Background: an optimization exercise with open tools, aiming at small area. Do not read the settings as production practice.
Only simulation tests tie the RTL to the original design; equivalence was not proved.
Power is estimated from default activity; no workload was simulated.

==> design.v <==
module edge_capture_fsm #(
    parameter integer TICKS_PER_US  = 1,
    parameter integer THRESHOLD_US  = 35,
    parameter integer CAPTURE_TICKS = 10000,
    parameter integer MAX_EDGES     = 83,
    parameter integer TS_W          = 32,
    parameter integer CW            = $clog2(MAX_EDGES + 1)
) (
    input  wire            clk,
    input  wire            rst,
    input  wire            start,
    input  wire            line_level,
    input  wire            line_err,
    input  wire [CW-1:0]   dbg_edge_idx,
    input  wire [CW-1:0]   dbg_bit_idx,
    output wire            busy,
    output wire [1:0]      phase,
    output wire [2:0]      status,
    output wire            have_reading,
    output wire            host_viol,
    output wire [7:0]      status_word,
    output wire [15:0]     humidity_x10,
    output wire [15:0]     temperature_x10,
    output wire            temp_sign,
    output wire [39:0]     frame,
    output wire [CW-1:0]   frame_offset,
    output wire [CW-1:0]   edge_count,
    output wire [CW-1:0]   bit_count,
    output wire [CW-1:0]   rejects,
    output wire [TS_W-1:0] elapsed,
    output wire            dbg_edge_valid,
    output wire [TS_W-1:0] dbg_edge_ts,
    output wire            dbg_edge_kind,
    output wire            dbg_bit_valid,
    output wire            dbg_bit
);
    localparam integer THRESH_TICKS = THRESHOLD_US * TICKS_PER_US;
    localparam integer FRAME_BITS   = 40;
    localparam integer NBITS        = (MAX_EDGES - 1 + 1) / 2;       
    localparam integer SR_N         = NBITS + 2;                      
    localparam integer ES_W         = $clog2(CAPTURE_TICKS + 2);     
    localparam integer PC_W         = $clog2(THRESH_TICKS + 2);      
    localparam integer LO_W         = 10;
    localparam integer HI_W         = ES_W - LO_W;
    localparam integer NWRAP        = CAPTURE_TICKS >> LO_W;          
    localparam [1:0] PH_IDLE     = 2'd0;
    localparam [1:0] PH_CAPTURE  = 2'd1;
    localparam [1:0] PH_CLASSIFY = 2'd2;
    localparam [1:0] PH_DECODE   = 2'd3;
    localparam [2:0] ST_NONE     = 3'd0;
    localparam [2:0] ST_BUSY     = 3'd1;
    localparam [2:0] ST_OK       = 3'd2;
    localparam [2:0] ST_LINE_IO  = 3'd3;
    localparam [2:0] ST_INSUF    = 3'd4;
    localparam [2:0] ST_NO_FRAME = 3'd5;
    function lt_u;
        input [CW-1:0] a;
        input [CW-1:0] b;
        integer k;
        begin
            lt_u = 1'b0;
            for (k = 0; k < CW; k = k + 1)
                lt_u = (~a[k] & b[k]) | (~a[k] & lt_u) | (b[k] & lt_u);
        end
    endfunction
    reg [1:0]      phase_q;
    reg [2:0]      status_q;
    reg [ES_W-1:0] elapsed_q;
    reg            last_level_q;
    reg [CW-1:0]   edge_cnt_q;
    reg [CW-1:0]   cnt_q;           
    reg [1:0]      rejects_q;       
    reg [39:0]     res_frame_q;
    reg            res_off_q;
    reg            have_reading_q;
    reg            host_viol_q;
    reg [LO_W-1:0] edge_lo [0:MAX_EDGES-1];
    integer sh;
    reg [CW-1:0]   wrap_cnt [1:NWRAP];         
    reg [SR_N-1:0] bits_q;
    reg [5:0]      wp_q;
    wire in_cap    = (phase_q == PH_CAPTURE);
    wire first_pol = (elapsed_q == {ES_W{1'b0}});
    wire cap_edge  = !first_pol && (line_level != last_level_q);
    wire cap_end   = (cap_edge && edge_cnt_q == MAX_EDGES - 1) ||
                     (elapsed_q == CAPTURE_TICKS);
    wire pulse_long = (cnt_q > THRESH_TICKS);
    wire [CW-1:0] edge_cnt_nx = edge_cnt_q + (in_cap && !line_err && cap_edge);
    wire kind0 = last_level_q ^ edge_cnt_q[0] ^ 1'b1;
    wire [CW:0]   cls_next   = cnt_q + 1'b1;
    wire          pair_avail = lt_u(cls_next[CW-1:0], edge_cnt_q) && !cls_next[CW];
    wire [CW:0]   bc_sum     = cnt_q + kind0;
    wire [CW-1:0] bit_cnt    = in_cap ? {CW{1'b0}} : bc_sum[CW:1];
    wire [FRAME_BITS-1:0] window = bits_q[SR_N-2:SR_N-1-FRAME_BITS];
    wire [7:0] b0 = window[39:32];
    wire [7:0] b1 = window[31:24];
    wire [7:0] b2 = window[23:16];
    wire [7:0] b3 = window[15:8];
    wire [7:0] b4 = window[7:0];
    wire [7:0] sum8  = b0 + b1 + b2 + b3;
    wire       ck_ok = (sum8 == b4);
    wire short_seq = (bit_cnt < FRAME_BITS);
    wire win_avail = (rejects_q == 2'd0) ||
                     (rejects_q == 2'd1 && bit_cnt == FRAME_BITS + 1);
    reg [1:0] phase_nx;
    always @(*) begin
        phase_nx = phase_q;
        case (phase_q)
            PH_IDLE:     if (start) phase_nx = PH_CAPTURE;
            PH_CAPTURE:  if (line_err) phase_nx = PH_IDLE;
                         else if (cap_end) phase_nx = PH_CLASSIFY;
            PH_CLASSIFY: if (!pair_avail) phase_nx = PH_DECODE;
            PH_DECODE:   if (short_seq || !win_avail || ck_ok) phase_nx = PH_IDLE;
        endcase
    end
    always @(posedge clk)
        if (rst)
            phase_q <= PH_IDLE;
        else if (phase_nx != phase_q)
            phase_q <= phase_nx;
    always @(posedge clk) begin
        if (rst) begin
            status_q       <= ST_NONE;
            elapsed_q      <= {ES_W{1'b0}};
            last_level_q   <= 1'b0;
            edge_cnt_q     <= {CW{1'b0}};
            cnt_q          <= {CW{1'b0}};
            rejects_q      <= 2'd0;
            res_frame_q    <= 40'd0;
            res_off_q      <= 1'b0;
            have_reading_q <= 1'b0;
            host_viol_q    <= 1'b0;
        end else begin
            if (start && phase_q != PH_IDLE)
                host_viol_q <= 1'b1;
            case (phase_q)
                PH_IDLE: begin
                    if (start) begin
                        status_q   <= ST_BUSY;
                        elapsed_q  <= {ES_W{1'b0}};
                        edge_cnt_q <= {CW{1'b0}};
                        rejects_q  <= 2'd0;
                    end
                end
                PH_CAPTURE: begin
                    if (line_err) begin
                        status_q <= ST_LINE_IO;
                        cnt_q    <= {CW{1'b0}};
                    end else begin
                        elapsed_q    <= elapsed_q + 1'b1;
                        last_level_q <= line_level;
                        edge_cnt_q   <= edge_cnt_nx;
                        if (cap_end) begin
                            cnt_q   <= {CW{1'b0}};
                        end else if (cap_edge)
                            cnt_q <= 1;
                        else if (!pulse_long)
                            cnt_q <= cnt_q + 1'b1;
                    end
                end
                PH_CLASSIFY: begin
                    if (pair_avail)
                        cnt_q <= cls_next[CW-1:0];
                end
                PH_DECODE: begin
                    if (short_seq) begin
                        status_q <= ST_INSUF;
                    end else if (!win_avail) begin
                        status_q <= ST_NO_FRAME;
                    end else if (ck_ok) begin
                        status_q       <= ST_OK;
                        res_frame_q    <= window;
                        res_off_q      <= rejects_q[0];
                        have_reading_q <= 1'b1;
                    end else begin
                        rejects_q <= rejects_q + 1'b1;
                    end
                end
            endcase
        end
    end
    wire bit_shift =
        (in_cap && !line_err && cap_edge && !line_level && edge_cnt_q != {CW{1'b0}}) ||
        (phase_q == PH_CLASSIFY && wp_q != SR_N - 1) ||
        (phase_q == PH_DECODE && !short_seq && win_avail && !ck_ok && rejects_q == 2'd0);
    always @(posedge clk) begin
        if (rst || (phase_q == PH_IDLE && start))
            wp_q <= 6'd0;
        else if (bit_shift)
            wp_q <= wp_q + 1'b1;
    end
    always @(posedge clk) begin
        if (in_cap && !line_err && cap_edge) begin
            edge_lo[0] <= elapsed_q[LO_W-1:0];
            for (sh = 1; sh < MAX_EDGES; sh = sh + 1)
                edge_lo[sh] <= edge_lo[sh-1];
        end
        wrap_cnt[elapsed_q[ES_W-1:LO_W] + 1'b1] <= edge_cnt_nx;
        if (bit_shift)
            bits_q <= {bits_q[SR_N-2:0], pulse_long};
    end
    wire [14:0] tmag = res_frame_q[22:8];
    wire [CW-1:0]   dbg_bit_pos  = {1'b0, wp_q} - 1'b1 - dbg_bit_idx;
    wire [CW-1:0]   dbg_edge_pos = edge_cnt_q - 1'b1 - dbg_edge_idx;
    reg [LO_W-1:0]  dbg_lo;
    reg             dbg_bit_r;
    integer r;
    always @(*) begin
        dbg_lo = {LO_W{1'b0}};
        for (r = 0; r < MAX_EDGES; r = r + 1)
            if (dbg_edge_pos == r)
                dbg_lo = dbg_lo | edge_lo[r];
        dbg_bit_r = 1'b0;
        for (r = 0; r < SR_N; r = r + 1)
            if (dbg_bit_pos == r)
                dbg_bit_r = dbg_bit_r | bits_q[r];
    end
    reg [NWRAP+1:0] thermo;
    reg [HI_W-1:0]  dbg_hi;
    integer w;
    always @(*) begin
        thermo[0]       = 1'b1;
        thermo[NWRAP+1] = 1'b0;
        for (w = 1; w <= NWRAP; w = w + 1)
            thermo[w] = (elapsed_q[ES_W-1:LO_W] >= w) && !lt_u(dbg_edge_idx, wrap_cnt[w]);
        dbg_hi = {HI_W{1'b0}};
        for (w = 1; w <= NWRAP; w = w + 1)
            if (thermo[w] && !thermo[w+1])
                dbg_hi = dbg_hi | w;
    end
    assign busy            = (phase_q != PH_IDLE);
    assign phase           = phase_q;
    assign status          = status_q;
    assign have_reading    = have_reading_q;
    assign host_viol       = host_viol_q;
    assign status_word     = {busy, host_viol_q, have_reading_q, status_q, phase_q};
    assign humidity_x10    = res_frame_q[39:24];
    assign temp_sign       = res_frame_q[23];
    assign temperature_x10 = res_frame_q[23] ? (16'd0 - {1'b0, tmag}) : {1'b0, tmag};
    assign frame           = res_frame_q;
    assign frame_offset    = {{(CW-1){1'b0}}, res_off_q};
    assign edge_count      = edge_cnt_q;
    assign bit_count       = bit_cnt;
    assign rejects         = {{(CW-2){1'b0}}, rejects_q};
    assign elapsed         = {{(TS_W-ES_W){1'b0}}, elapsed_q};
    assign dbg_edge_valid  = lt_u(dbg_edge_idx, edge_cnt_q);
    assign dbg_edge_ts     = {{(TS_W-ES_W){1'b0}}, dbg_hi, dbg_lo};
    assign dbg_edge_kind   = kind0 ^ dbg_edge_idx[0];
    assign dbg_bit_valid   = lt_u(dbg_bit_idx, bit_cnt);
    assign dbg_bit         = dbg_bit_r;
endmodule
==> flow/run.sh <==
#!/bin/bash
# The standard layout (standard.sh) with these changes:
#  - synthesis runs flow/synth.tcl: the standard synthesis script, with abc
#    using the area-oriented script flow/area.abc (registers are mapped
#    before abc, so they are the standard synthesis's);
#  - ports are buffered with buf_1 cells;
#  - clock tree synthesis uses clkbuf_8 cells, sink clusters of up to 16
#    flip-flops within 60 um, and no dummy loads.
# make's full output goes to flow_make.log in the work folder; ORFS keeps
# each step's own log under orfs/logs.
set -euo pipefail
W=$(pwd)
export AREA_ABC_SCRIPT="$W/flow/area.abc"
export BUFFER_PORTS_ARGS="-buffer_cell sky130_fd_sc_hd__buf_1"
export CTS_ARGS="-sink_clustering_enable -repair_clock_nets -dont_use_dummy_load -buf_list sky130_fd_sc_hd__clkbuf_8 -sink_clustering_size 16 -sink_clustering_max_diameter 60"
sed "s#SYNTH_SCRIPT=[^ ]*#SYNTH_SCRIPT=$W/flow/synth.tcl#" standard.sh > own_standard.sh
grep -q "SYNTH_SCRIPT=$W/flow/synth.tcl" own_standard.sh
bash own_standard.sh finish > flow_make.log 2>&1
==> flow/area.abc <==
&get -n
&st
&syn2
&dch
&nf -R 1000 -p
&put
mfs2 -W 4 -M 500
&get -n
&st
&dch
&nf -R 1000 -p
&put
==> flow/synth.tcl <==
# The standard synthesis script (synth_recipe.tcl), with one change: abc maps
# the logic with flow/area.abc, an area-oriented script, in place of the
# flow's abc script. Registers are mapped before abc, so they are the
# standard synthesis's.
proc synth {args} { yosys synth -nofsm -noshare {*}$args }
proc abc {args} {
  set i [lsearch -exact $args -script]
  if {$i >= 0} { lset args [expr {$i+1}] $::env(AREA_ABC_SCRIPT) }
  yosys abc {*}$args
}
source $::env(SCRIPTS_DIR)/synth.tcl
# left out here: clear keep_hierarchy, flatten, clean up, hide names made inside functions, write 1_2_yosys.v
==> standard.sh <==
#!/bin/bash
# synth_recipe.tcl (not shown) runs the flow's synth.tcl, then flattens the netlist and writes it again
# the make line also repeats each setting of config.mk as NAME=value (left out here)
make -C /OpenROAD-flow-scripts/flow DESIGN_CONFIG=/design/flow/config.mk WORK_HOME=/design/flow/orfs CLKGATE_MAP_FILE= SYNTH_SCRIPT=/design/flow/synth_recipe.tcl "${@:-finish}"
==> config.mk <==
export PLATFORM = sky130hd
export DESIGN_NAME = edge_capture_fsm
export DESIGN_NICKNAME = edge_capture_fsm
export VERILOG_FILES = /design/flow/design.v
export SDC_FILE = /design/flow/constraint.sdc
export NUM_CORES = 4
export LEC_CHECK = 0
export CAP_MARGIN = 20
export CORE_MARGIN = 2
export CORE_UTILIZATION = 65
export PLACE_DENSITY = 0.75
export SLEW_MARGIN = 20
==> constraint.sdc <==
create_clock -name core_clock -period 10.0 [get_ports {clk}]
set_input_delay 2.0000 -clock core_clock [delete_from_list [all_inputs] [get_ports {clk}]]
set_output_delay 2.0000 -clock core_clock [all_outputs]
set_load 0.01 [all_outputs]
==> run summary, run 1 <==
Vias 24500; Initial DRC Count 4919; largest net degree at the start of global routing 199; Root Driver clkbuf_8; CTS Hold Bufs 0; Final Util 0.708; worst reg2reg path startpoint bits_q[27]$_DFFE_PP_; M1 GR Usage 0.501; WS Path Type primary input to output pin; dpl hpwl 75600 microns; TritonCTS clock tree built; Total Nets Final 2757; top cells by area, synth edfxtp_1, dfxtp_1, a222oi_1; vias in the first global route 22900; global route overflow 0; FP Rows 89; synthesized instance count 2426; Max-cap violations 0; Synth-to-Final Area Change 7.15%; FMAX 103 MHz; CTS resizes 0; Post-DP Area 40900 sq um; Max IR drop VDD 0.117 mV; final hold vios 0; first-pass GRT wire length 156000 microns; Post-Route Skew 0.0679 ns; Most Used Layer, Global Route met2; antenna violations before repair 4; final hold slack 0.423 ns; Die H 249 microns; post-synth top area cell edfxtp_1; die area 62200 sq um; Pins Over Slew Limit 0; cell area after synthesis 39100 sq um; flop2flop setup slack 4.90 ns; Post-synth EDFFs 936; Clock Sinks 1021; Hold Path Sink edge_lo[13][4]$_DFFE_PP_; Worst Path Max Fanout 16; IO Pins 204; Startpoint Class primary input; Starting Density 0.661; clock latency (worst-skew pair) 0.70 ns; antenna violation net count after detailed routing 0; synth unique cells 52; share of layout cells above drive strength 1 0.0562; Hold Path Depth 0; Synth top area share 0.718; crit end category output pin; critical path arrival 7.74 ns; Total Wirelength 109000 microns; most frequent cells in the layout edfxtp_1, nor2_1, a222oi_1; Reg-to-Reg End wp_q[4]$_SDFFE_PP0P_; Pleak 12.3 nW; I/O Buffers 156; Setup Buffers After CTS 0; fin crit share 0.974; top_reg_cell synth edfxtp_1; worst min path class register to register; DR pass1 iterations 10; GRT met3 Usage 0.0831; Seq cells post-synth 1021; worst-case reg-to-reg path depth 17; Worst Min Path Start edge_lo[12][4]$_DFFE_PP_; Rel. slew slack 0.159; Residual DRC 0; met2 Track Usage GR 0.512; final setup vio count 0; Syn Area/Cell 16.1 sq um; total CTS buffers 75; Pwr Density 173 nW/um^2; Yosys warnings 2; outcome complete, no violations; CTS Buffer Depth 3; RSZ-0062 raised after global routing no; Wirelength per Cell 31.4 microns; commonest non-fill, non-tap cell in the layout edfxtp_1; Core Area 59200 sq um; number of vias per cell 7.07; Finished Cell Area 41900 sq um; actual slew at the worst max-slew pin 1.26 ns; fraction of registers with async set/reset 0; Worst Path Required 8.00 ns; crit path time final 9.74 ns; Global Route Usage Sum 0.347; CTS clk-pin slew, worst paths 0.10 ns; H-tree depth 3; sequential share of the synthesized area 0.761; Die Width 249 microns; Placer Congestion 1.04
==> critical path: stages <==
cell      delay, ns
buf_1          0.21
clkinv_1       0.15
ha_1           0.18
clkinv_1       0.09
fa_1           0.45
o21ai_0        0.45
a21o_1         0.19
a21oi_1        0.07
xnor2_1        0.35
nor2b_1        0.11
nand2_1        0.52
nor2_1         0.41
a222oi_1       0.41
nand3_1        0.12
a221oi_1       0.82
nand3_1        0.15
nor4_1         0.73
nand2_1        0.16
buf_1          0.17
==> where the power goes <==
| group | internal (mW) | total, mW | switching, mW |
|---|---|---|---|
| Clock | 0.676 | 1.91 | 1.24 |
| Combinational | 0.178 | 0.599 | 0.421 |
| Sequential | 4.68 | 4.74 | 0.0552 |
| Total | 5.54 | 7.25 | 1.71 |
==> final cells by class <==
cell class / instances / area [sq um]
Inverter: 38 / 143
Multi-Input combinational cell: 1339 / 8880
Tap cell: 773 / 967
Sequential cell: 1021 / 29800
Clock buffer: 75 / 1030
Timing Repair Buffer: 216 / 1110
Fill cell: 3887 / 17300
Antenna cell: 2 / 5.00
==> flip-flops by register name (all words and copies together), names as in the netlist, 2 cells and up <==
register	flops
elapsed_q	14
res_frame_q	40
bits_q	43
wrap_cnt	63
wp_q	6
phase_q	2
edge_cnt_q	7
cnt_q	7
rejects_q	2
status_q	3
edge_lo	830
==> stage by stage <==
step | setup TNS [ns] | setup slack (ns) | cells | power [mW]
2_1_floorplan | -4623.41 | -6.59 | 2472 | 5.21
3_3_place_gp | 0 | 0.411 | 3386 | 5.40
3_5_place_dp | 0 | 0.330 | 3386 | 5.41
4_1_cts | 0 | 0.319 | 3461 | 7.25
5_1_grt | 0 | 0.0767 | 3463 | 7.45
6_report | 0 | 0.259 | 3464 | 7.25
==> how the worst max path moves through the flow <==
| stage | start | end | slack [ns] | cells after the start |
|---|---|---|---|---|
| after global placement | dbg_edge_idx[0] | dbg_edge_ts[7] | 0.41 | 19 |
| after CTS | dbg_edge_idx[0] | dbg_edge_ts[7] | 0.32 | 19 |
| final | dbg_edge_idx[0] | dbg_edge_ts[7] | 0.26 | 19 |
| after detailed placement | dbg_edge_idx[0] | dbg_edge_ts[7] | 0.33 | 19 |
| after floorplan | line_level | edge_cnt_q[6]$_SDFFE_PP0P_ | -6.59 | 10 |
| after global routing | dbg_edge_idx[0] | dbg_edge_ts[7] | 0.08 | 19 |
==> per-layer routing <==
metal	vias to the layer above	share of wire	wire (microns)
li1	10300	-	-
met1	12100	0.38	41500
met2	1859	0.44	48300
met3	256	0.12	13300
met4	6	0.051	5560
met5	-	0.00039	42
==> cells by family after synthesis <==
kind of cell / Yosys count / share of synthesized area
buf+inv: 112 / 0.0178
flops: 1021 / 0.761
xor+xnor: 60 / 0.0134
other cells: 1 / 0.0000958
simple gates: 649 / 0.0769
compound gates: 483 / 0.0986
fa+ha+maj: 100 / 0.0316
==> cells in the mapped netlist, types with 25 or more instances <==
library cell	count
maj3_1	53
nand2_1	119
a21oi_1	64
buf_4	74
a22oi_1	112
nor2b_1	25
xnor2_1	39
nor3_1	68
nand3_1	64
o21ai_0	35
dfxtp_1	85
nand4_1	61
ha_1	31
edfxtp_1	936
clkinv_1	38
nor2_1	244
a222oi_1	166
==> run 2: changes to the inputs <==
--- a/config.mk
+++ b/config.mk
@@ -7,6 +7,6 @@
 export LEC_CHECK = 0
 export CAP_MARGIN = 20
 export CORE_MARGIN = 2
-export CORE_UTILIZATION = 65
-export PLACE_DENSITY = 0.75
+export CORE_UTILIZATION = 70
+export PLACE_DENSITY = 0.8
 export SLEW_MARGIN = 20
==> run summary, run 2 <==
vias in the first global route 22900; Reg-to-Reg End wp_q[4]$_SDFFE_PP0P_; Pins Over Slew Limit 0; Startpoint Class primary input; Hold Path Depth 0; Starting Density 0.709; DR pass1 iterations 12; first-pass GRT wire length 154000 microns; WS Path Type primary input to output pin; Core Area 55200 sq um; synthesized instance count 2426; dpl hpwl 75600 microns; sequential share of the synthesized area 0.761; critical path arrival 7.59 ns; global route overflow 0; H-tree depth 3; non-filler cells, final 3443; Setup Buffers After CTS 0; Yosys warnings 2; Worst Min Path Start edge_lo[14][4]$_DFFE_PP_; adder-cell share of the synthesized area 0.0316; fraction of registers with async set/reset 0; number of vias per cell 7.22; Syn Area/Cell 16.1 sq um; Post-Route Skew 0.0609 ns; CTS clk-pin slew, worst paths 0.10 ns; Die Width 240 microns; antenna violations before repair 3; Pleak 12.3 nW; top cells by area, synth edfxtp_1, dfxtp_1, a222oi_1; FMAX 104 MHz; RSZ-0062 raised after global routing no; Final Util 0.760; Total Nets Final 2761; TritonCTS clock tree built; crit end category output pin; Global Route Usage Sum 0.374; antenna violation net count after detailed routing 0; Rel. slew slack 0.246; cell with the most instances after synthesis edfxtp_1; Worst Path Required 8.00 ns; Compound-Gate Fraction of Synth Area 0.0986; Synth-to-Final Area Change 7.14%; synth unique cells 52; crit path time final 9.59 ns; Wirelength per Cell 31.4 microns; Max-cap violations 0; die area 57800 sq um; Hold Path Sink edge_lo[15][4]$_DFFE_PP_; I/O Buffers 156; Residual DRC 0; clock latency (worst-skew pair) 0.71 ns; Total Wirelength 108000 microns; XOR/XNOR Fraction of Synth Area 0.0134; worst min path class register to register; Die H 240 microns; largest family of logic cells by synthesized area compound AO/OA/AOI/OAI gates; actual slew at the worst max-slew pin 1.13 ns; worst reg2reg path startpoint bits_q[28]$_DFFE_PP_; Vias 24900; cell area after synthesis 39100 sq um; Worst Path Max Fanout 16; total CTS buffers 75; setup TNS 0 ns; Placer Congestion 1.03; dpl cells 3365; largest net degree at the start of global routing 216; Root Driver clkbuf_8; share of layout cells above drive strength 1 0.0590; Clock Sinks 1021; Most flops, register edge_lo; outcome complete, no violations; Synth top area share 0.718; final hold vios 0; post-synth top area cell edfxtp_1; commonest non-fill, non-tap cell in the layout edfxtp_1; fin crit share 0.959; IO Pins 204; Largest register FFs 830; Initial DRC Count 5142; CTS Buffer Depth 3; Pwr Density 173 nW/um^2; Post-synth EDFFs 936; top_reg_cell synth edfxtp_1; flop2flop setup slack 4.81 ns; FP Rows 86; worst-case reg-to-reg path depth 16; final setup vio count 0; most frequent cells in the layout edfxtp_1, nor2_1, a222oi_1; Max IR drop VDD 0.161 mV; synth cell count leaders edfxtp_1, nor2_1, a222oi_1; Seq cells post-synth 1021; simple-gate share of the synthesized area 0.0769; fill count 3208; multiplexer area fraction after synthesis 0
==> run 2: cell types whose count changed in the layout (fill, tap and decap cells not counted) <==
cell	previous run	this run
buf_12	4	2
buf_4	55	59
buf_6	0	2
nor2_1	237	235
nor2_2	6	8
nor3_1	68	67
nor3_2	0	1
nor4_1	16	15
nor4_2	0	1
==> run 2: per-stage QoR <==
step | total power [mW] | hold WS [ns] | worst slack [ns] | instance area, sq um
after global routing | 7.44 | 0.429 | 0.190 | 41900
after floorplan | 5.21 | 0.421 | -6.59 | 39400
after CTS | 7.25 | 0.425 | 0.276 | 41900
after detailed placement | 5.42 | 0.431 | 0.346 | 40900
final | 7.26 | 0.416 | 0.406 | 41900
after global placement | 5.40 | 0.428 | 0.282 | 40800
==> run 2: what timing repair did <==
item,4_1_cts,5_1_grt
resized for setup,0,1
endpoints found under the setup margin,0,1
hold buffers,0,0
==> run 2: power breakdown <==
group / internal [mW] / switching (mW) / leakage (nW)
Sequential: 4.68 / 0.0552 / 8.08
Clock: 0.676 / 1.25 / 0.539
Combinational: 0.180 / 0.422 / 3.71
Total: 5.54 / 1.73 / 12.3
==> run 2: worst max path at each step <==
stage	startpoint	endpoint	slack (ns)	cells after the start
after floorplan	line_level	edge_cnt_q[6]$_SDFFE_PP0P_	-6.59	10
after global placement	dbg_edge_idx[0]	dbg_edge_ts[6]	0.28	21
after detailed placement	dbg_edge_idx[0]	dbg_edge_ts[6]	0.35	21
after CTS	dbg_edge_idx[0]	dbg_edge_ts[6]	0.28	21
after global routing	dbg_edge_idx[0]	dbg_edge_ts[6]	0.19	21
final	dbg_edge_idx[0]	dbg_edge_ts[6]	0.41	21
==> run 2: final cells by class <==
cell class	count	area, sq um	share of cell area
antenna	2	5.00	0.000119
clock buffer	75	1030	0.0246
inverter	38	143	0.00340
multi-input combinational	1339	8900	0.212
sequential	1021	29800	0.711
tap	748	936	0.0223
timing repair buffer	220	1120	0.0267
==> run 2: cell families after synthesis <==
family / Yosys count
AO/OA/AOI/OAI: 483
XOR/XNOR: 60
adder cells (fa/ha/maj): 100
buffers and inverters: 112
flip-flops: 1021
other: 1
AND/OR/NAND/NOR: 649
==> run 2: per-layer routing <==
layer  track usage  vias to the layer above  wire length (microns)
met2         0.543                     2115                  47800
met1         0.544                    12200                  39800
li1              -                    10300                      -
met3        0.0904                      242                  14800
met5             0                        -                     11
met4         0.173                        2                   5670
==> run 2: worst max-delay path, stage by stage <==
cell and delay (ns):
buf_1 0.20, clkinv_1 0.15, ha_1 0.18, clkinv_1 0.08, fa_1 0.45, o21ai_0 0.52, a21o_1 0.21, a21oi_1 0.08
xnor2_1 0.31, nor2b_1 0.10, nand2_1 0.09, buf_4 0.27, nor2_1 0.11, buf_4 0.24, a222oi_1 0.56, nand3_1 0.22
a221oi_1 0.54, nand4_1 0.21, nor4_2 0.67, nand2_1 0.20, buf_1 0.17
==> run 3: changes to the inputs <==
==> flow/run.sh (replaced) <==
#!/bin/bash
# The standard layout (standard.sh) with these changes:
#  - synthesis runs flow/synth.tcl: the standard synthesis script, with abc
#    using the area-oriented script flow/area.abc (registers are mapped
#    before abc, so they are the standard synthesis's);
#  - ports are buffered with buf_1 cells;
#  - clock tree synthesis uses clkbuf_8 cells, sink clusters of up to 18
#    flip-flops within 60 um, and no dummy loads.
# make's full output goes to flow_make.log in the work folder; ORFS keeps
# each step's own log under orfs/logs.
set -euo pipefail
W=$(pwd)
export AREA_ABC_SCRIPT="$W/flow/area.abc"
export BUFFER_PORTS_ARGS="-buffer_cell sky130_fd_sc_hd__buf_1"
export CTS_ARGS="-sink_clustering_enable -repair_clock_nets -dont_use_dummy_load -buf_list sky130_fd_sc_hd__clkbuf_8 -sink_clustering_size 18 -sink_clustering_max_diameter 60"
sed "s#SYNTH_SCRIPT=[^ ]*#SYNTH_SCRIPT=$W/flow/synth.tcl#" standard.sh > own_standard.sh
grep -q "SYNTH_SCRIPT=$W/flow/synth.tcl" own_standard.sh
bash own_standard.sh finish > flow_make.log 2>&1
==> flow/area.abc (replaced) <==
&get -n
&st
&syn2
&dch
&nf -R 1000 -p
&st
&dch
&nf -R 1000 -p
&put
--- a/config.mk
+++ b/config.mk
@@ -7,6 +7,6 @@
 export LEC_CHECK = 0
 export CAP_MARGIN = 20
 export CORE_MARGIN = 2
-export CORE_UTILIZATION = 70
-export PLACE_DENSITY = 0.8
-export SLEW_MARGIN = 20
+export CORE_UTILIZATION = 65
+export PLACE_DENSITY = 0.75
+export SLEW_MARGIN = 10
==> run summary, run 3 <==
crit path time final 8.82 ns; Pwr Density 160 nW/um^2; Placement Setup Slack 1.41 ns; TritonCTS clock tree built; number of vias per cell 7.35; Starting Density 0.655; outcome complete, no violations; Startpoint Class primary input; final setup vio count 0; commonest non-fill, non-tap cell in the layout edfxtp_1; largest net degree at the start of global routing 206; H-tree depth 3; Die Width 250 microns; Total Wirelength 127000 microns; Core Area 60100 sq um; die area 62600 sq um; clock latency (worst-skew pair) 0.73 ns; crit end category output pin; Post-synth EDFFs 936; cell area after synthesis 39400 sq um; most numerous cell on the critical path clkinv_1; Largest register FFs 830; synth cell count leaders edfxtp_1, a22oi_1, nor2_1; Final WS setup 1.18 ns; Placer Congestion 1.00; actual slew at the worst max-slew pin 1.39 ns; sequential share of the synthesized area 0.757; Synth top area share 0.714; largest stage delay on the critical path 0.92 ns; antenna violations before repair 4; total CTS buffers 68; CP delay by family, top simple AND/OR/NAND/NOR gates; CTS Hold Bufs 0; antenna violation net count after detailed routing 0; CTS Buffer Depth 3; CP max stage cell nor2_1; I/O Buffers 156; Initial DRC Count 4573; top_reg_cell synth edfxtp_1; Global Route Usage Sum 0.403; FMAX 113 MHz; Total Power 6.85 mW; Rel. slew slack 0.0715; Cell Chain, Critical Path buf_1 > clkinv_1 > buf_4 > ha_1 > clkinv_1 > fa_1 > clkinv_1 > a21oi_1 > o21ai_0 > a21o_1 > a21oi_1 > xor2_1 > nor2b_1 > nand2_1 > nor2_1 > buf_4 > a22oi_1 > nand4_1 > nor2_1 > nand3_1 > buf_1; most frequent cells in the layout edfxtp_1, a22oi_1, nor2_1; IO Pins 204; fill count 3954; WS Path Type primary input to output pin; Worst Path Max Fanout 16; vias in the first global route 24600; post-synth top area cell edfxtp_1; Worst Path Required 8.00 ns; CTS resizes 0; Total Nets Final 2881; final hold vios 0; dpl hpwl 86100 microns; Most flops, register edge_lo; Worst Path Buf+Inv 7; Max-cap violations 0; Post-DP Area 41600 sq um; share of layout cells above drive strength 1 0.0782; first-pass GRT wire length 177000 microns; RSZ-0062 raised after global routing no; FP Rows 90; DR pass1 iterations 7; Residual DRC 0; Syn Area/Cell 15.9 sq um; cell with the most instances after synthesis edfxtp_1; Post-Route Skew 0.0808 ns; Max IR drop VDD 0.141 mV; Pins Over Slew Limit 0; Root Driver clkbuf_8; synth unique cells 54; Yosys warnings 2; fin crit share 0.882; Seq cells post-synth 1021; Final Util 0.710; Clock Sinks 1021; Finished Cell Area 42700 sq um; Wirelength per Cell 35.3 microns; CTS clk-pin slew, worst paths 0.12 ns; Die H 250 microns; Pleak 13.6 nW; setup TNS 0 ns; Vias 26500; global route overflow 0; fraction of registers with async set/reset 0; top cells by area, synth edfxtp_1, a22oi_1, dfxtp_1; Setup Buffers After CTS 0; worst min path class register to register; Synth-to-Final Area Change 8.38%; synthesized instance count 2483; critical path arrival 6.82 ns
==> run 3: cell types whose count changed in the layout (fill, tap and decap cells not counted), moves of 9 or more <==
cell      previous run  this run
a222oi_1           166        56
nand4_1             61        79
o211ai_1             1        10
maj3_1              53         8
a221oi_1            24        49
nand2_1            117        85
a22oi_1            112       274
o22ai_1              6        22
a22o_1              21        43
clkinv_1            38        47
buf_4               59       124
nor2b_1             25        11
==> run 3: final timing paths <==
kind | slack (ns) | end | cells after the start | start
hold / removal | 0.40 | edge_lo[12][8]$_DFFE_PP_ | 0 | edge_lo[11][8]$_DFFE_PP_
setup reg to reg | 5.06 | wp_q[5]$_SDFFE_PP0P_ | 18 | bits_q[27]$_DFFE_PP_
setup / recovery | 1.18 | dbg_edge_ts[5] | 21 | dbg_edge_idx[0]
hold reg to reg | 0.40 | edge_lo[12][8]$_DFFE_PP_ | 0 | edge_lo[11][8]$_DFFE_PP_
==> run 3: cell type report <==
cell class	count	area [sq um]	share of cell area
clock buffer	68	936	0.0219
antenna	8	20.0	0.000469
timing repair buffer	290	1710	0.0400
tap	782	978	0.0229
inverter	47	176	0.00413
multi-input combinational	1387	9040	0.212
sequential	1021	29800	0.699
==> run 3: routing by layer <==
metal,track usage,wire length [microns],up-vias
met1,0.539,43500,12900
met5,0,35,-
met4,0.190,8280,2
li1,-,-,10600
met3,0.161,21000,505
met2,0.585,54400,2487
==> run 3: where the power goes <==
group	total (mW)	internal [mW]	switching (mW)
Clock	1.86	0.616	1.25
Combinational	0.296	0.0821	0.214
Sequential	4.69	4.65	0.0331
==> run 3: stage by stage <==
stage	cells	hold slack [ns]
final	3603	0.404
after global routing	3597	0.433
after CTS	3591	0.403
after detailed placement	3523	0.434
after global placement	3519	0.429
after floorplan	2529	0.425
==> run 3: cell families after synthesis <==
family / synth area share
buf+inv: 0.0186
simple gates: 0.0721
mux: 0.00114
flops: 0.757
compound gates: 0.118
xor+xnor: 0.0133
fa+ha+maj: 0.0200
other cells: 0.0000952
==> run 4: changes to the inputs <==
==> flow/area.abc (replaced) <==
&get -n
&st
&syn2
&dch
&nf -R 1000 -p
&put
mfs2 -W 4 -M 500
&get -n
&st
&dch
&nf -R 1000 -p
&put
--- a/config.mk
+++ b/config.mk
@@ -9,4 +9,4 @@
 export CORE_MARGIN = 2
 export CORE_UTILIZATION = 65
 export PLACE_DENSITY = 0.75
-export SLEW_MARGIN = 10
+export SLEW_MARGIN = 20
==> run summary, run 4 <==
outcome complete, no violations; Residual DRC 0; final hold slack 0.435 ns; sequential share of the synthesized area 0.761; fraction of registers with async set/reset 0; Vias 24500; global route overflow 0; antenna violations before repair 4; DR pass1 iterations 10; clock latency (worst-skew pair) 0.70 ns; H-tree depth 3; Post-Route Skew 0.0635 ns; Yosys warnings 2; Die Width 249 microns; Largest register FFs 830; Initial DRC Count 4766; Syn Area/Cell 16.1 sq um; final setup vio count 0; Max IR drop VDD 0.121 mV; critical path arrival 7.65 ns; worst reg2reg path startpoint bits_q[27]$_DFFE_PP_; Wirelength per Cell 31.4 microns; critical path launch point dbg_edge_idx[0]; WS Path Type primary input to output pin; CTS resizes 0; FP Rows 89; crit path time final 9.65 ns; worst min path class register to register; Total Wirelength 108000 microns; largest net degree at the start of global routing 199; dpl hpwl 75600 microns; vias in the first global route 22800; flop2flop setup slack 4.94 ns; CTS Hold Bufs 0; antenna violation net count after detailed routing 0; cell with the most instances after synthesis edfxtp_1; Core Area 59200 sq um; Clock Sinks 1021; Final Util 0.707; Total Nets Final 2751; synth unique cells 52; synth cell count leaders edfxtp_1, nor2_1, a222oi_1; Hold Path Depth 0; first-pass GRT wire length 156000 microns; most frequent cells in the layout edfxtp_1, nor2_1, a222oi_1; Root Driver clkbuf_8; top_reg_cell synth edfxtp_1; RSZ-0062 raised after global routing no; I/O Buffers 156; Post-synth EDFFs 936; share of layout cells above drive strength 1 0.0540; Global Route Usage Sum 0.345; top cells by area, synth edfxtp_1, dfxtp_1, a222oi_1; Synth top area share 0.718; Startpoint Class primary input; Synth-to-Final Area Change 6.94%; Setup Buffers After CTS 0; TritonCTS clock tree built; Max-cap violations 0; Most flops, register edge_lo; commonest non-fill, non-tap cell in the layout edfxtp_1; Worst Path Max Fanout 16; Pwr Density 172 nW/um^2; Pleak 12.3 nW; Die H 249 microns; Seq cells post-synth 1021; final hold vios 0; worst-case reg-to-reg path depth 17; total CTS buffers 69; CTS Buffer Depth 3; Rel. slew slack 0.202; cell area after synthesis 39100 sq um; actual slew at the worst max-slew pin 1.19 ns; Reg-to-Reg End wp_q[4]$_SDFFE_PP0P_; IO Pins 204; Worst Path Required 8.00 ns; crit end category output pin; die area 62200 sq um; fin crit share 0.965; Worst Min Path Start edge_lo[63][4]$_DFFE_PP_; number of vias per cell 7.07; Hold Path Sink edge_lo[64][4]$_DFFE_PP_; Pins Over Slew Limit 0; FMAX 104 MHz; CTS clk-pin slew, worst paths 0.10 ns; post-synth top area cell edfxtp_1; Starting Density 0.661; Placer Congestion 1.04; synthesized instance count 2426
==> run 4: changes by cell type in the layout (fill, tap and decap cells not counted), sizes merged, moves of 25 or more <==
cell / change
a22oi: -162
a222oi: +110
buf: -74
maj3: +45
nand2: +34
a221oi: -25
==> run 4: critical path, cell delays in order <==
cell	delay (ns)
buf_1	0.20
clkinv_1	0.15
ha_1	0.18
clkinv_1	0.08
fa_1	0.45
o21ai_0	0.44
a21o_1	0.19
a21oi_1	0.07
xnor2_1	0.36
nor2b_1	0.11
nand2_1	0.51
nor2_1	0.42
a222oi_1	0.40
nand3_1	0.12
a221oi_1	0.73
nand3_1	0.15
nor4_1	0.73
nand2_1	0.16
buf_1	0.17
==> run 4: through the flow <==
stage	total power, mW	TNS, ns	setup slack [ns]	instance area (sq um)	std cells
after floorplan	5.21	-4623.41	-6.59	39400	2472
after global placement	5.40	0	0.411	40900	3386
after detailed placement	5.41	0	0.330	40900	3386
after CTS	7.19	0	0.320	41800	3455
after global routing	7.39	0	0.0966	41900	3457
final	7.19	0	0.353	41900	3458
==> run 4: cell families (layout without fill, tap and decap cells) <==
group	after synthesis	count (layout)	synth area share
DFF	1021	1021	0.761
buffers and inverters	112	323	0.0178
other	1	49	0.0000958
AOI/OAI and AO/OA	483	483	0.0986
and+or+nand+nor	649	649	0.0769
adders and majority gates	100	100	0.0316
xor gates and xnor gates	60	60	0.0134
==> run 4: area by class of cell <==
| type | instances | area [sq um] |
|---|---|---|
| timing repair buffer | 216 | 1110 |
| sequential | 1021 | 29800 |
| multi-input combinational | 1339 | 8880 |
| fill | 3878 | 17400 |
| clock buffer | 69 | 950 |
| inverter | 38 | 143 |
| tap | 773 | 967 |
| antenna | 2 | 5.00 |
==> run 4: how the worst max path moves through the flow <==
stage,slack [ns],end,cells past startpoint
after floorplan,-6.59,edge_cnt_q[6]$_SDFFE_PP0P_,10
after global placement,0.41,dbg_edge_ts[7],19
after detailed placement,0.33,dbg_edge_ts[7],19
after CTS,0.32,dbg_edge_ts[7],19
after global routing,0.1,dbg_edge_ts[7],19
final,0.35,dbg_edge_ts[7],19
==> run 4: layer usage <==
metal  track usage  share of wire  vias to the layer above
met2         0.514           0.45                     1839
li1              -              -                    10300
met3        0.0800           0.13                      226
met1         0.502           0.38                    12100
met4         0.136          0.046                        6
met5             0        0.00031                        -
==> run 4: where the power goes <==
| part | leakage, nW | switching, mW | internal, mW |
|---|---|---|---|
| registers | 8.08 | 0.0553 | 4.68 |
| logic | 3.69 | 0.419 | 0.178 |
| clock network | 0.496 | 1.23 | 0.625 |

-- what the ideal ports hide --
How much do the figures lean on ideal ports? The routed layouts below were timed once more, with nothing changed but the port constraints.
Step 1, drivers: a clkbuf_16 drives clk and a buf_2 each remaining input, both assumed.
Step 2 times the ports against the registers' clock, not the clock port: input delays grow and output delays shrink by t, the midpoint of the rising clock arrivals with the driver on.
a / b / c = no drivers / after step 1 / after step 2; a / b = the first two.
run | t, ns | setup WS [ns] | worst slew at a driven data input, ns
run 1 | 0.730 | 0.259 / 0.219 / 0.219 | 0.05
run 2 | 0.744 | 0.406 / 0.365 / 0.365 | 0.06
run 3 | 0.750 | 1.182 / 1.162 / 1.162 | 0.05
run 4 | 0.724 | 0.353 / 0.313 / 0.313 | 0.05
After both steps setup and hold are still met in every run listed. The setup slack of run 2, which loses most, moves by -0.041 ns with the drivers and by -0.041 ns with both steps.
